This is an optimization exercise on Yosys and OpenROAD, whose aim is small area, a short achievable clock period and few clock cycles, not a production implementation. The RTL was checked by simulation tests, not by an equivalence proof against the original design. Power is estimated from default activity; no workload was simulated.

==> flow/design.v <==
module hl_rx_core (
    input  wire        clk,
    input  wire        rst,           
    input  wire        cmd_valid,
    input  wire [31:0] cmd_word,
    output wire        cmd_ready,
    output reg         rsp_valid,
    output reg  [7:0]  rsp_status,
    output reg  [31:0] rsp_value,
    output reg  [7:0]  rsp_flags,
    output reg         frm_valid,
    output reg  [7:0]  frm_data
);
    localparam [7:0] OP_CRC_INIT    = 8'h01;
    localparam [7:0] OP_CRC_FEED    = 8'h02;
    localparam [7:0] OP_CRC_READ    = 8'h03;
    localparam [7:0] OP_RX_START    = 8'h20;
    localparam [7:0] OP_RX_APPEND   = 8'h21;
    localparam [7:0] OP_RX_SCAN     = 8'h22;
    localparam [7:0] OP_STATUS_READ = 8'h30;
    localparam [7:0] ST_OK          = 8'd0;
    localparam [7:0] ST_RX_OVERFLOW = 8'd6;
    localparam [7:0] ST_ILLEGAL_OP  = 8'd7;
    localparam [7:0] ST_RX_DONE     = 8'd9;
    localparam [2:0] S_IDLE = 3'd0;
    localparam [2:0] S_TEST = 3'd1;    
    localparam [2:0] S_CRC  = 3'd2;    
    localparam [2:0] S_EMIT = 3'd3;    
    localparam [2:0] S_DONE = 3'd4;    
    function [15:0] crc_byte;
        input [15:0] r;
        input [7:0]  b;
        integer k;
        reg [15:0] c;
        reg [7:0]  d;
        begin
            c = r;
            d = b;
            for (k = 0; k < 8; k = k + 1) begin
                if ((c[0] ^ d[0]) == 1'b1)
                    c = (c >> 1) ^ 16'hA001;
                else
                    c = c >> 1;
                d = d >> 1;
            end
            crc_byte = c;
        end
    endfunction
    reg [15:0] crc_reg;
    reg [7:0]  rxbuf [0:255];        
    reg [7:0]  head;                 
    reg [8:0]  len;                  
    reg        loop_mode;
    reg        found;
    reg        done;
    reg        rxf_present;
    reg [9:1]  err_sticky;
    reg [2:0]  state;
    reg [6:0]  idx;                  
    reg [15:0] scan_crc;
    reg [7:0]  cks_lo;
    reg [7:0]  discarded;            
    reg        pass_found;
    assign cmd_ready = (state == S_IDLE) && !rsp_valid;
    wire       accept = cmd_valid && cmd_ready;
    wire [7:0] op     = cmd_word[7:0];
    wire [7:0] arg    = cmd_word[31:24];
    reg legal;
    always @(*) begin
        legal = 1'b0;
        if (cmd_word[23:8] == 16'h0000) begin
            case (op)
                OP_CRC_INIT, OP_CRC_READ, OP_RX_SCAN, OP_STATUS_READ:
                    legal = (arg == 8'h00);
                OP_CRC_FEED, OP_RX_APPEND:
                    legal = 1'b1;
                OP_RX_START:
                    legal = (arg[7:1] == 7'h00);
                default:
                    legal = 1'b0;
            endcase
        end
    end
    wire [7:0] rd_addr = head + {1'b0, idx};
    wire [7:0] rd_byte = rxbuf[rd_addr];
    wire [7:0] wr_addr = head + len[7:0];
    wire [31:0] status_word = {err_sticky, 1'b0, 2'b00, rxf_present, 1'b0,
                               loop_mode, done, found, len};
    always @(posedge clk) begin
        if (!rst && accept && legal && op == OP_RX_APPEND && !done && len != 9'd256)
            rxbuf[wr_addr] <= arg;
    end
    always @(posedge clk) begin
        if (rst) begin
            crc_reg     <= 16'h0000;
            head        <= 8'h00;
            len         <= 9'd0;
            loop_mode   <= 1'b0;
            found       <= 1'b0;
            done        <= 1'b0;
            rxf_present <= 1'b0;
            err_sticky  <= 9'h000;
            state       <= S_IDLE;
            idx         <= 7'd0;
            scan_crc    <= 16'h0000;
            cks_lo      <= 8'h00;
            discarded   <= 8'h00;
            pass_found  <= 1'b0;
            rsp_valid   <= 1'b0;
            rsp_status  <= 8'h00;
            rsp_value   <= 32'h0;
            rsp_flags   <= 8'h00;
            frm_valid   <= 1'b0;
            frm_data    <= 8'h00;
        end else begin
            rsp_valid <= 1'b0;
            frm_valid <= 1'b0;
            case (state)
            S_IDLE: begin
                if (accept) begin
                    rsp_valid  <= 1'b1;
                    rsp_status <= ST_OK;
                    rsp_value  <= 32'h0;
                    rsp_flags  <= 8'h00;
                    if (!legal) begin
                        rsp_status <= ST_ILLEGAL_OP;
                        rsp_value  <= cmd_word;
                        err_sticky[7] <= 1'b1;
                    end else begin
                        case (op)
                        OP_CRC_INIT: crc_reg <= 16'h0000;
                        OP_CRC_FEED: crc_reg <= crc_byte(crc_reg, arg);
                        OP_CRC_READ: rsp_value <= {16'h0000, ~crc_reg};
                        OP_RX_START: begin
                            head        <= 8'h00;
                            len         <= 9'd0;
                            loop_mode   <= arg[0];
                            found       <= 1'b0;
                            done        <= 1'b0;
                            rxf_present <= 1'b0;
                        end
                        OP_RX_APPEND: begin
                            if (done) begin
                                rsp_status <= ST_RX_DONE;
                                err_sticky[9] <= 1'b1;
                            end else if (len == 9'd256) begin
                                rsp_status <= ST_RX_OVERFLOW;
                                rsp_value  <= 32'd257;
                                err_sticky[6] <= 1'b1;
                            end else begin
                                len       <= len + 9'd1;
                                rsp_value <= {23'h0, len + 9'd1};
                            end
                        end
                        OP_RX_SCAN: begin
                            if (done) begin
                                rsp_status <= ST_RX_DONE;
                                err_sticky[9] <= 1'b1;
                            end else begin
                                rsp_valid  <= 1'b0;
                                discarded  <= 8'h00;
                                pass_found <= 1'b0;
                                state      <= S_TEST;
                            end
                        end
                        OP_STATUS_READ: rsp_value <= status_word;
                        default: ;
                        endcase
                    end
                end
            end
            S_TEST: begin
                idx      <= 7'd0;
                scan_crc <= 16'h0000;
                if (len >= 9'd128)
                    state <= S_CRC;
                else
                    state <= S_DONE;
            end
            S_CRC: begin
                idx <= idx + 7'd1;
                if (idx < 7'd126) begin
                    scan_crc <= crc_byte(scan_crc, rd_byte);
                end else if (idx == 7'd126) begin
                    cks_lo <= rd_byte;
                end else begin
                    idx <= 7'd0;
                    if ({rd_byte, cks_lo} == ~scan_crc) begin
                        state <= S_EMIT;
                    end else begin
                        head      <= head + 8'd1;
                        len       <= len - 9'd1;
                        discarded <= discarded + 8'd1;
                        state     <= S_TEST;
                    end
                end
            end
            S_EMIT: begin
                frm_valid <= 1'b1;
                frm_data  <= rd_byte;
                idx       <= idx + 7'd1;
                if (idx == 7'd127) begin
                    head        <= head + 8'd128;
                    len         <= len - 9'd128;
                    pass_found  <= 1'b1;
                    rxf_present <= 1'b1;
                    state       <= S_TEST;
                end
            end
            S_DONE: begin
                found      <= pass_found;
                if (!loop_mode && pass_found)
                    done <= 1'b1;
                rsp_valid  <= 1'b1;
                rsp_status <= ST_OK;
                rsp_value  <= {24'h0, discarded};
                rsp_flags  <= {6'h00, (!loop_mode && pass_found) | done, pass_found};
                state      <= S_IDLE;
            end
            default: state <= S_IDLE;
            endcase
        end
    end
endmodule
==> flow/run.sh <==
#!/bin/bash
# synth_recipe.tcl (not shown) runs the flow's synth.tcl, then flattens the netlist and writes it again
# the make line also repeats each setting of config.mk as NAME=value (left out here)
make -C /OpenROAD-flow-scripts/flow DESIGN_CONFIG=/design/flow/config.mk WORK_HOME=/design/flow/orfs CLKGATE_MAP_FILE= SYNTH_SCRIPT=/design/flow/synth_recipe.tcl finish
==> flow/config.mk <==
export PLATFORM = sky130hd
export DESIGN_NAME = hl_rx_core
export DESIGN_NICKNAME = hl_rx_core
export VERILOG_FILES = /design/flow/design.v
export SDC_FILE = /design/flow/constraint.sdc
export NUM_CORES = 4
export LEC_CHECK = 0
export CAP_MARGIN = 20
export CORE_MARGIN = 2
export CORE_UTILIZATION = 40
export PLACE_DENSITY = 0.6
export SLEW_MARGIN = 20
==> flow/constraint.sdc <==
create_clock -name core_clock -period 10.0 [get_ports {clk}]
set_input_delay 2.0000 -clock core_clock [delete_from_list [all_inputs] [get_ports {clk}]]
set_output_delay 2.0000 -clock core_clock [all_outputs]
set_load 0.01 [all_outputs]
==> key figures <==
Status
  • Status: timing/DRC/antenna clean

STA
  • Final cycle utilization of the critical path: 70.7%
  • Slew Limit Fails: 0
  • Max frequency: roughly 0.14 GHz
  • Setup_tns: 0 ns
  • Final Hold Vio Count: 0
  • Period minus WS final: around 7 ns
  • Slew headroom: 23.6%
  • RSZ-0062 raised after global routing: no
  • Setup Skew: roughly 0.042 ns
  • # setup viols final: 0
  • Worst slew pin tran: 1.14 ns
  • Hold slack: 0.459 ns
  • Final setup margin: roughly 3 ns

Route
  • Drt initial violations: 6,273
  • Total number of vias: 45,652
  • TritonRoute pass-1 iters: 6
  • Via-to-Cell Ratio: 5.93
  • Wirelength, routed: between 200 and 250 mm
  • DRC violations left: 0
  • DRT antenna net count: 0
  • Wire length per cell: 30.9 µm

CTS
  • Worst-skew pair later-pin latency: 0.87 ns
  • Root buffer cell: clkbuf_16
  • CTS tree: built
  • CTS H-tree lvls: 4
  • CTS resizes: 0
  • Clk sinks: 2,178
  • Setup Buffers After CTS: 0
  • Num CTS Buffers: approximately 210
  • Clock Path Buffers: 3
  • Clk slew on worst S/H paths: around 0.060 ns
  • Hold_buf cts: 0

Worst hold path
  • Worst hold path type: reg -> reg

GRT
  • Initial antenna violation count: 2
  • First-pass GRT wire length: 339 mm
  • Pin count of the biggest net entering global routing: 90
  • Vias in the first global route: 45,219
  • Gr usage total: 21.2%
  • GRT overflow: 0

Finish
  • Layout Cells excl Fill: 7,698
  • Largest registers: rxbuf (2048), rsp_value (32)
  • Post-route cell area: approximately 98,000 µm²
  • Layout area overhead: 12.3%
  • Core Util, Final: between 40% and 50%
  • Share of post-route cells with drive strength above 1: between 20% and 30%
  • Post-layout nets: 4,720
  • Max reg flops: 2,048
  • Largest Register: rxbuf

Die
  • Std cell rows: approximately 170
  • Die area: 222,000 µm²
  • Initial Util: 40.3%
  • Chip width: 472 µm
  • Die height: 472 µm
  • CORE AREA: 217,000 µm²
  • Ports: 94

Placement
  • IO Port Bufs: 83
  • Pre-CTS setup slack: between 2 and 2.5 ns
  • DP Cell Count: approximately 7,300
  • GP Congestion: 0.882
  • Final HPWL DP: 148 mm
  • Placed instance area: 91,400 µm²

Worst setup path
  • CP Capture Type: flop
  • Maximum fanout along the worst path: about 90
  • Kind of critical path: reg -> reg
  • Required time of the critical path: between 10 and 15 ns
  • Critical path's largest stage delay: about 1.3 ns
  • Cell family with most CP delay: compound AO/OA/AOI/OAI gates
  • Cells along the critical path: ha_4 -> inv_1 -> fa_4 -> buf_12 -> mux4_2 -> mux4_2 -> mux2i_1 -> a32o_1 -> o21ai_0 -> o211a_1 -> a2111oi_1 -> nand4b_1 -> o21bai_2 -> or3_1 -> mux2i_1
  • Critical Path AT: 7.84 ns
  • Slowest CP cell: fa_4
  • Startpoint Class: flop
  • Buf+Inv Stages, Crit Path: 2

Synth
  • Count of mapped cells out of synthesis: 4,523
  • Syn Std Cell Area: a little under 90,000 µm²
  • Mean Syn Cell Area: approximately 19 µm²
  • Synth top area cells: edfxtp_1 (70%), mux4_2 (15%), dfxtp_1 (3.0%)
  • Netlist cell types: 95
  • Synth Flop Type: edfxtp_1
  • Synthesis Warnings: 1
  • Post-synth top area cell: edfxtp_1
  • EDFF count, synth: 2,048
  • Sequential element share of the synthesized area: 73.3%
  • Top cell type's share of synthesized area: 70.3%
  • Ys async rst share: 0%
  • Yosys reg bits: 2,178

Power and ir drop
  • Pwr Total: 18.1 mW
  • Peak supply drop: 0.000146 V
  • Leak pwr: 30.5 nW
  • Pwr dens: 185 nW/µm²

Job
  • Max_cap viols: 0
[cells in the mapped netlist, types with 7 or more instances]
cell type,n
xor2_1,29
nor4_1,18
clkbuf_1,111
nand4_1,21
nor2b_1,8
mux2_2,11
edfxtp_1,2048
inv_1,18
or4_1,10
a41oi_1,7
nand3_1,63
dfxtp_1,130
o21ai_0,51
o211ai_1,9
and3_1,25
a31oi_1,11
buf_4,62
a22oi_1,46
a211oi_1,35
a2111oi_0,7
a221oi_1,12
o22ai_1,8
a21oi_1,94
nand2b_1,14
a32oi_1,10
o221ai_1,15
buf_6,33
and2_1,12
a21o_1,7
a211o_1,7
nor2_1,425
nor3_1,24
mux2i_1,90
buf_2,57
o31ai_1,11
ha_1,21
xnor2_1,44
mux4_2,571
or3_1,14
nand2_1,229
[area by class of cell]
cell class | count | area, µm²
inverters | 18 | 67.6
clock buffers | 257 | 5470
flip-flops and latches | 2178 | 64100
repair buffers | 193 | 1900
fillers | 18214 | 119000
well taps | 2854 | 3570
clock inverters | 132 | 1370
multi-input cells | 2062 | 21800
diodes | 4 | 10.0
[worst reg2reg max path, delay by kind of cell, from the launching register on]
kind                     cells  cell delay [ns]
AO/OA/AOI/OAI                5             2.30
adder cells (fa/ha/maj)      2             1.45
buffers and inverters        2             0.56
flip-flops                   1             0.50
multiplexers                 4             1.73
AND/OR/NAND/NOR              2             0.45
[where the power goes]
part | total [mW] | internal (mW) | switching (mW) | leakage, nW
logic | 0.258 | 0.0541 | 0.204 | 7.75
registers | 9.97 | 9.97 | 0.00604 | 19.5
clock network | 7.90 | 4.43 | 3.47 | 3.31
total | 18.1 | 14.4 | 3.68 | 30.5
[path summary, 6_finish.rpt]
kind,from,to,slack (ns),cells after the start
worst max register to register,idx[0],head[6],2.93,15
worst max-delay path,idx[0],head[6],2.93,15
worst min register to register,frm_data[3],frm_data[3],0.46,2
worst min-delay path,frm_data[3],frm_data[3],0.46,2
[layer usage]
layer / track usage [%] / wire length (µm)
met5: 0 / 0
met2: 32.4 / 110000
met1: 30.3 / 100000
met4: 7.09 / 7910
met3: 4.38 / 19600
[cell families (layout without fill, tap and decap cells)]
group	Yosys count	after routing	share of synthesized area, %
AO/OA/AOI/OAI	395	395	3.23
XOR/XNOR	79	79	0.878
adder cells (fa/ha/maj)	23	23	0.346
buffers and inverters	292	600	1.98
flip-flops	2178	2178	73.3
multiplexers	672	672	15.9
other	1	14	0.00429
AND/OR/NAND/NOR	883	883	4.38
[cell usage in the layout, fill, tap and decap left out, drive strengths merged, types with 11 or more instances in the layout]
master         instances
xor2                  29
and3                  25
nor3                  24
a31oi                 12
nor4                  18
a221oi                13
bufinv                20
nand2b                15
and2                  13
edfxtp              2048
o31ai                 12
nand2                230
mux4                 571
clkinv               102
ha                    21
clkdlybuf4s50         74
nor2                 426
or3                   14
o21ai                 52
mux2i                 90
o221ai                15
mux2                  11
a22oi                 46
a21oi                 95
inv                   22
nand3                 63
dfxtp                130
a211oi                36
xnor2                 47
buf                  111
nand4                 21
clkbuf               265
Testbench counts, summed over its fixed seeds: cycles 1,080,057.

==> re-timing with driven ports <==
How much do the figures lean on ideal ports? The routed layout below was timed once more, with nothing changed but the port constraints.
Step 1 (the two cells are an assumption about what drives the block):
set clk [get_ports {clk}]
set_driving_cell -lib_cell sky130_fd_sc_hd__clkbuf_16 $clk
set_driving_cell -lib_cell sky130_fd_sc_hd__buf_2 [delete_from_list [all_inputs] $clk]
Step 2 moves the port delays by t, midway between the first and last clock arrival at a register: inputs arrive t later, outputs are due t later. That takes back most of the time a late clock gives input paths.
Three values: ideal ports, drivers, drivers and shift; two values: the first two.
t (ns): 0.941
setup WS [ns]: 2.934 / 2.934 / 2.255
latest minus earliest clock arrival (ns): 0.054 / 0.054
slew at the worst register clock pin (ns): 0.07 / 0.07
After both steps this run still meets setup and hold. The setup slack of this run moves by 0.000 ns with the drivers and by -0.679 ns with both steps.
